From an optimization exercise on the open Yosys and OpenROAD flow, aimed at small area, a short achievable clock period and few clock cycles per item; shortcuts taken in it are not production practice. RTL that was checked went through simulation tests only; none was proved equivalent to the original. Power is estimated from default activity; no workload was simulated.

Setup of the previous run:
==> flow/design.v (excerpt) <==
module cobs_enc (
    input  wire       clk,
    input  wire       rst,           
    input  wire       in_valid,
    output wire       in_ready,
    input  wire [7:0] in_data,
    input  wire       in_last,       
    input  wire       in_empty,      
    input  wire       in_pre,        
    input  wire       in_cs,         
    output reg        out_valid,
    input  wire       out_ready,
    output reg  [7:0] out_data,
    output reg        out_last       
);
    localparam [7:0] SEED = 8'h55;
    localparam integer PD = 4;       
    localparam integer ED = 4;       
    reg  [7:0] mem [0:63];
    reg  [6:0] wp, wp1, rp;          
    wire       room1 = !(wp[6] != rp[6] && wp[5:0] == rp[5:0]);
    wire       room2 = room1 && !(wp1[6] != rp[6] && wp1[5:0] == rp[5:0]);
    reg        h_v, h_nz, h_last, h_empty, h_pre, h_cs;
    reg  [7:0] h_data;
    reg        s_v, s_nz, s_last, s_empty, s_pre, s_cs;
    reg  [7:0] s_data;
    assign in_ready = !s_v;
    wire accept = in_valid && !s_v;
    wire [12:0] in_beat = {in_data != 8'h00, in_last, in_empty, in_pre, in_cs, in_data};
    reg        in_frame;    
    reg        cs_cyc;      
    reg        fin;         
    reg        open;        
    reg  [6:0] osa;         
    reg  [5:0] n;
    reg  [1:0] k;
    reg        kn;          
    reg        k2;          
    reg  [7:0] crc;
    reg        crc_nz;
    reg        p_v;         
    reg  [5:0] p_a;
    reg  [7:0] p_d;
    reg  [PD-1:0] pf, pfv;           
    reg  [6:0]    ef [0:ED-1];       
    reg  [ED-1:0] efv;
    wire       tv     = cs_cyc || h_v;
    wire [7:0] tb     = cs_cyc ? crc : h_data;
    wire       t_nz   = cs_cyc ? crc_nz : h_nz;
    wire       first  = !cs_cyc && !in_frame;
    wire       t_data = cs_cyc || !h_empty;
    wire       ob     = open && !first;
    wire       t_lit  = t_data && t_nz;
    wire       t_split = t_lit && ob && kn;
    wire       t_new   = t_data && (!ob || t_split);      
  ...
clock: 8.0 ns
lec_check: 0
cap_margin: 20
core_margin: 2
core_utilization: 40
cts_buf_list: sky130_fd_sc_hd__clkbuf_16
cts_cluster_diameter: 80
cts_cluster_size: 20
slew_margin: 20
standard.sh (not shown) runs the stock make flow with config.mk's settings and CLKGATE_MAP_FILE= SYNTH_SCRIPT=/design/flow/synth_recipe.tcl, a recipe that flattens the netlist after the stock synthesis.
==> flow/flow/run.sh <==
#!/bin/bash
# Layout flow: the standard flow (standard.sh, unchanged synthesis) with
# a tighter setup target for the repair steps, resizing not held to the
# original cell footprint, and port buffers from a faster buffer cell.
set -euo pipefail
bash standard.sh \
    SETUP_SLACK_MARGIN=5.2 \
    MATCH_CELL_FOOTPRINT=0 \
    "BUFFER_PORTS_ARGS=-buffer_cell sky130_fd_sc_hd__buf_4" \
    finish > standard_flow.log 2>&1
> inputs changed (the previous run -> the current run)
--- a/flow/design.v
+++ b/flow/design.v
@@ -214,49 +214,53 @@
                         k  <= k + 2'd1;
                         kn <= 1'b1;
                         k2 <= k == 2'd1;
                     end
                 end
             end
         end
     end
     reg        o_body;      
     reg  [5:0] lits;        
-    wire       lits_nz = lits != 6'd0;
+    reg        lits_nz;     
     wire [6:0] cp      = open ? osa : wp;      
     wire       advance = !out_valid || out_ready;
     wire       byp     = p_v && p_a == rp[5:0];
     wire       w_hit   = w_v && w_a == rp[5:0];
     wire [7:0] rd      = w_hit ? w_d : (byp ? p_d : mem[rp[5:0]]);
     wire       st_pre  = !o_body && pfv[0] && pf[0];
     wire       body    = o_body || (pfv[0] && !pf[0]);
     wire       at_end  = efv[0] && rp == ef[0];
     wire       e_lit   = body && lits_nz;
     wire       e_term  = body && !lits_nz && at_end;
     wire       e_code  = body && !lits_nz && !at_end && rp != cp;
     wire       e_v     = st_pre || e_lit || e_term || e_code;
     assign p_read = advance && e_code && byp;
     assign pf_pop = advance && !o_body && pfv[0];
     assign ef_pop = advance && e_term;
     always @(posedge clk) begin
         if (rst) begin
             out_valid <= 1'b0;
             o_body    <= 1'b0;
-            lits      <= 6'd0;
+            lits_nz   <= 1'b0;
             rp        <= 7'd0;
         end else if (advance) begin
             out_valid <= e_v;
             out_data  <= (e_lit || e_code) ? rd : 8'h00;
             out_last  <= e_term;
             if (!o_body && pfv[0])
                 o_body <= 1'b1;
-            if (e_lit)
-                lits <= lits - 6'd1;
-            if (e_code)
-                lits <= rd[5:0];
+            if (e_lit) begin
+                lits    <= lits - 6'd1;
+                lits_nz <= lits != 6'd1;
+            end
+            if (e_code) begin
+                lits    <= rd[5:0];
+                lits_nz <= rd[5:0] != 6'd0;
+            end
             if (e_lit || e_code)
                 rp <= rp + 7'd1;
             if (e_term)
                 o_body <= 1'b0;
         end
     end
 endmodule
==> comparison <==
On the current run: switching power as a share of total power is 1.3 points lower than what the previous run gave.
The current run vs the previous run on number of optimization iterations in the first detailed-route pass: the current run is the lower one.
Comparing the previous run and the current run, the lower routed length per placed instance is on the current run.
The current run vs. the previous run: number of buffers on the longest clock path flat, power attributed to sequential cells flat, number of ports placed on the die boundary flat, non-clock buffer count up 2, post-synthesis net count down 8.
From the previous run to the current run the numbers moved as follows: met3 routed wirelength now sits higher, xor and xnor area share after synthesis now sits at about the same level.
Testbench counts of the current run, summed over its fixed seeds: cycles 22,869, bytes 21,605.
For the previous run, only the layout was checked, not whether the RTL still works.

========
The RTL this note starts from:
==> flow/design.v <==
module csum8_table (
    input  wire [7:0] idx,
    output wire [7:0] val
);
    assign val[0] = idx[2] ^ idx[4] ^ idx[5];
    assign val[1] = idx[0] ^ idx[3] ^ idx[5] ^ idx[6];
    assign val[2] = idx[0] ^ idx[1] ^ idx[4] ^ idx[6] ^ idx[7];
    assign val[3] = idx[0] ^ idx[1] ^ idx[4] ^ idx[7];
    assign val[4] = idx[0] ^ idx[1] ^ idx[4];
    assign val[5] = idx[1] ^ idx[2] ^ idx[5];
    assign val[6] = idx[0] ^ idx[2] ^ idx[3] ^ idx[6];
    assign val[7] = idx[1] ^ idx[3] ^ idx[4] ^ idx[7];
endmodule
module cobs_enc (
    input  wire       clk,
    input  wire       rst,           
    input  wire       in_valid,
    output wire       in_ready,
    input  wire [7:0] in_data,
    input  wire       in_last,       
    input  wire       in_empty,      
    input  wire       in_pre,        
    input  wire       in_cs,         
    output reg        out_valid,
    input  wire       out_ready,
    output reg  [7:0] out_data,
    output reg        out_last       
);
    localparam [7:0] SEED = 8'h55;
    localparam integer PD = 4;       
    localparam integer ED = 3;       
    reg  [7:0] mem [0:63];
    reg  [6:0] wp, rp;
    wire [6:0] wp1 = wp + 7'd1;
    wire       room1 = !(wp[6] != rp[6] && wp[5:0] == rp[5:0]);
    wire       room2 = room1 && !(wp1[6] != rp[6] && wp1[5:0] == rp[5:0]);
    reg        h_v, h_nz, h_last, h_empty, h_pre, h_cs;
    reg  [7:0] h_data;
    reg        s_v, s_nz, s_last, s_empty, s_pre, s_cs;
    reg  [7:0] s_data;
    assign in_ready = !s_v;
    wire accept = in_valid && !s_v;
    wire [12:0] in_beat = {in_data != 8'h00, in_last, in_empty, in_pre, in_cs, in_data};
    reg        in_frame;    
    reg        cs_cyc;      
    reg        fin;         
    reg        open;        
    reg  [6:0] osa;         
    reg  [5:0] n;
    reg  [1:0] k;
    reg        kn;          
    reg        k2;          
    reg  [7:0] crc;
    reg        crc_nz;
    reg        p_v;         
    reg  [5:0] p_a;
    reg  [7:0] p_d;
    reg  [PD-1:0] pf, pfv;           
    reg  [6:0]    ef [0:ED-1];       
    reg  [ED-1:0] efv;
    wire       tv     = cs_cyc || h_v;
    wire [7:0] tb     = cs_cyc ? crc : h_data;
    wire       t_nz   = cs_cyc ? crc_nz : h_nz;
    wire       first  = !cs_cyc && !in_frame;
    wire       t_data = cs_cyc || !h_empty;
    wire       ob     = open && !first;
    wire       t_lit  = t_data && t_nz;
    wire       t_split = t_lit && ob && kn;
    wire       t_new   = t_data && (!ob || t_split);      
    wire       t_zclose = t_data && !t_nz && ob && k2;
    wire       t_end  = cs_cyc || (h_last && !h_cs);
    wire       need2  = t_lit && t_new;
    wire       need1  = t_lit || t_new;
    wire       t_room = need2 ? room2 : (need1 ? room1 : 1'b1);
    wire       fin_go = fin && !efv[ED-1];
    wire       fin_r  = fin_go && open;
    wire       split_r = tv && t_split && !fin;
    wire       consume = tv && t_room && (!fin || fin_go) &&
                         !(first && pfv[PD-1]) &&
                         !(p_v && t_lit && (t_split || fin_r));
    wire       h_take  = consume && !cs_cyc;
    wire       zc_r   = consume && t_zclose;
    wire       res    = split_r || zc_r || fin_r;
    wire [7:0] res_d  = zc_r ? {2'd3, n} : {k, n};
    wire [5:0] lit_a  = t_new ? wp1[5:0] : wp[5:0];
    wire       lit_p  = tv && t_lit && !(p_v && (t_split || fin_r));
    wire       lit_ok = need2 ? room2 : room1;
    wire [5:0] wa     = lit_p ? lit_a : (p_v ? p_a : osa[5:0]);
    wire [7:0] wd     = lit_p ? tb : (p_v ? p_d : res_d);
    wire       we     = lit_p ? lit_ok : (p_v || res);
    wire       w1     = consume && t_data && (t_new != t_nz);
    wire       w2     = consume && t_data && t_new && t_nz;
    wire [7:0] in_crc = (first ? SEED : crc) ^ h_data;
    wire [7:0] crc_next;
    csum8_table u_table (.idx(in_crc), .val(crc_next));
    wire       p_read;      
    wire       pf_pop, ef_pop;
    reg        w_v;
    reg  [5:0] w_a;
    reg  [7:0] w_d;
    always @(posedge clk) begin
        if (rst)
            w_v <= 1'b0;
        else
            w_v <= we;
        w_a <= wa;
        w_d <= wd;
        if (w_v)
            mem[w_a] <= w_d;
    end
    integer i;
    always @(posedge clk) begin
        for (i = 0; i < PD; i = i + 1)
            if (pf_pop ? (i == PD - 1 || !pfv[i + 1]) : !pfv[i])
                pf[i] <= h_pre;
            else if (pf_pop)
                pf[i] <= pf[(i + 1) % PD];
        for (i = 0; i < ED; i = i + 1)
            if (ef_pop ? (i == ED - 1 || !efv[i + 1]) : !efv[i])
                ef[i] <= wp;
            else if (ef_pop)
                ef[i] <= ef[(i + 1) % ED];
    end
    wire pf_push = consume && first;
    always @(posedge clk) begin
        if (rst) begin
            pfv <= {PD{1'b0}};
            efv <= {ED{1'b0}};
        end else begin
            if (pf_push && !pf_pop)
                pfv <= {pfv[PD-2:0], 1'b1};
            else if (pf_pop && !pf_push)
                pfv <= {1'b0, pfv[PD-1:1]};
            if (fin_go && !ef_pop)
                efv <= {efv[ED-2:0], 1'b1};
            else if (ef_pop && !fin_go)
                efv <= {1'b0, efv[ED-1:1]};
        end
    end
    always @(posedge clk) begin
        if (rst) begin
            h_v      <= 1'b0;
            s_v      <= 1'b0;
            in_frame <= 1'b0;
            cs_cyc   <= 1'b0;
            fin      <= 1'b0;
            open     <= 1'b0;
            p_v      <= 1'b0;
            wp       <= 7'd0;
        end else begin
            if (!h_v || h_take) begin
                if (s_v) begin
                    h_v <= 1'b1;
                    {h_nz, h_last, h_empty, h_pre, h_cs, h_data} <=
                        {s_nz, s_last, s_empty, s_pre, s_cs, s_data};
                end else begin
                    h_v <= accept;
                    {h_nz, h_last, h_empty, h_pre, h_cs, h_data} <= in_beat;
                end
                s_v <= s_v && accept;
                if (accept)
                    {s_nz, s_last, s_empty, s_pre, s_cs, s_data} <= in_beat;
            end else if (accept) begin
                s_v <= 1'b1;
                {s_nz, s_last, s_empty, s_pre, s_cs, s_data} <= in_beat;
            end
            if (p_read)
                p_v <= res && (lit_p || p_v);
            else
                p_v <= res ? (lit_p || p_v) : (p_v && lit_p);
            if (res) begin
                p_a <= osa[5:0];
                p_d <= res_d;
            end
            if (w2)
                wp <= wp + 7'd2;
            else if (w1)
                wp <= wp1;
            if (fin_go) begin
                fin  <= 1'b0;
                open <= 1'b0;
            end
            if (split_r)
                open <= 1'b0;
            if (consume) begin
                if (cs_cyc)
                    cs_cyc <= 1'b0;
                else begin
                    in_frame <= !h_last;
                    crc      <= h_empty ? SEED : crc_next;
                    crc_nz   <= h_empty ? 1'b1 : (crc_next != 8'h00);
                    if (h_last && h_cs)
                        cs_cyc <= 1'b1;
                end
                if (t_end)
                    fin <= 1'b1;
                if (t_data) begin
                    if (t_new) begin
                        open <= 1'b1;
                        osa  <= wp;
                        n    <= t_nz ? 6'd1 : 6'd0;
                        k    <= t_nz ? 2'd0 : 2'd1;
                        kn   <= !t_nz;
                        k2   <= 1'b0;
                    end else if (t_nz) begin
                        n  <= n + 6'd1;
                        kn <= n == 6'd62;
                    end else if (t_zclose) begin
                        open <= 1'b0;
                    end else begin
                        k  <= k + 2'd1;
                        kn <= 1'b1;
                        k2 <= k == 2'd1;
                    end
                end
            end
        end
    end
    reg        o_body;      
    reg  [5:0] lits;        
    reg        lits_nz;     
    wire [6:0] cp      = open ? osa : wp;      
    wire       advance = !out_valid || out_ready;
    wire       byp     = p_v && p_a == rp[5:0];
    wire       w_hit   = w_v && w_a == rp[5:0];
    wire [7:0] rd      = w_hit ? w_d : (byp ? p_d : mem[rp[5:0]]);
    wire       st_pre  = !o_body && pfv[0] && pf[0];
    wire       body    = o_body || (pfv[0] && !pf[0]);
    wire       at_end  = efv[0] && rp == ef[0];
    wire       e_lit   = body && lits_nz;
    wire       e_term  = body && !lits_nz && at_end;
    wire       e_code  = body && !lits_nz && !at_end && rp != cp;
    wire       e_v     = st_pre || e_lit || e_term || e_code;
    assign p_read = advance && e_code && byp;
    assign pf_pop = advance && !o_body && pfv[0];
    assign ef_pop = advance && e_term;
    always @(posedge clk) begin
        if (rst) begin
            out_valid <= 1'b0;
            o_body    <= 1'b0;
            lits_nz   <= 1'b0;
            rp        <= 7'd0;
        end else if (advance) begin
            out_valid <= e_v;
            out_data  <= (e_lit || e_code) ? rd : 8'h00;
            out_last  <= e_term;
            if (!o_body && pfv[0])
                o_body <= 1'b1;
            if (e_lit) begin
                lits    <= lits - 6'd1;
                lits_nz <= lits != 6'd1;
            end
            if (e_code) begin
                lits    <= rd[5:0];
                lits_nz <= rd[5:0] != 6'd0;
            end
            if (e_lit || e_code)
                rp <= rp + 7'd1;
            if (e_term)
                o_body <= 1'b0;
        end
    end
endmodule
export LEC_CHECK = 0
export CAP_MARGIN = 20
export CORE_MARGIN = 2
export CORE_UTILIZATION = 40
export CTS_BUF_LIST = sky130_fd_sc_hd__clkbuf_8
export CTS_CLUSTER_SIZE = 24
export SLEW_MARGIN = 20
create_clock -name core_clock -period 8.0 [get_ports {clk}]
Scripts as last shown in full above: flow/flow/run.sh
Then changed:
--- a/flow/design.v
+++ b/flow/design.v
@@ -29,8 +29,7 @@
     localparam [7:0] SEED = 8'h55;
     localparam integer PD = 4;       
-    localparam integer ED = 3;       
+    localparam integer ED = 4;       
     reg  [7:0] mem [0:63];
-    reg  [6:0] wp, rp;
-    wire [6:0] wp1 = wp + 7'd1;
+    reg  [6:0] wp, wp1, rp;          
     wire       room1 = !(wp[6] != rp[6] && wp[5:0] == rp[5:0]);
     wire       room2 = room1 && !(wp1[6] != rp[6] && wp1[5:0] == rp[5:0]);
@@ -148,4 +147,5 @@
             p_v      <= 1'b0;
             wp       <= 7'd0;
+            wp1      <= 7'd1;
         end else begin
             if (!h_v || h_take) begin
@@ -173,8 +173,11 @@
                 p_d <= res_d;
             end
-            if (w2)
-                wp <= wp + 7'd2;
-            else if (w1)
-                wp <= wp1;
+            if (w2) begin
+                wp  <= wp + 7'd2;
+                wp1 <= wp1 + 7'd2;
+            end else if (w1) begin
+                wp  <= wp1;
+                wp1 <= wp1 + 7'd1;
+            end
             if (fin_go) begin
                 fin  <= 1'b0;
Effect:
- worst setup slack is better by 58 ps
- via count came out higher by 4.7%
- cell count came out higher by 4.4%
- routed wire length came out higher by 1.6%
- core utilization came out lower by 0.11 points
- clock power came out higher by about 3%
- sequential power came out higher by about 2%
- critical path depth came out lower by 6
- clock skew came out higher by 22 ps
- die area came out higher by 2.3%
- total power came out higher by 2.8%
- cell area came out higher by 2.0%
- register-to-register slack is better by 160 ps
- non-clock buffer count came out higher by 4
Testbench counts after the change, summed over its fixed seeds: cycles 22,869, bytes 21,605.
No functional check of the RTL was part of the first run of this note.

==> static timing again, ports no longer ideal <==
No port has a modelled driver above. Below, the same layouts with a new extraction and two added sets of constraints. Step 1, drivers: a clkbuf_16 drives clk and a buf_2 each remaining input, both assumed. Step 2 adds t to the input delays and takes it off the output delays; t is the mean of the earliest and latest rising clock arrival at the registers after step 1. Input paths then give back, and output paths get back, about the clock's delay inside the block. a / b / c = no drivers / after step 1 / after step 2; a / b = the first two.
run | t (ns) | slack for setup (ns) | worst setup path after step 2 | worst register clock-pin slew, ns
the previous run | 0.655 | 5.058 / 4.999 / 4.606 | input to register | 0.09 / 0.09
the current run | 0.651 | 5.142 / 5.078 / 4.821 | input to register | 0.09 / 0.09
the first run of note 2 | 0.752 | 4.965 / 4.925 / 4.843 | input to register | 0.07 / 0.07
the second run of note 2 | 0.760 | 5.023 / 4.969 / 4.817 | input to register | 0.07 / 0.07
After both steps setup and hold are still met in every run listed. The setup slack of the previous run, which loses most, moves by -0.059 ns with the drivers and by -0.452 ns with both steps.
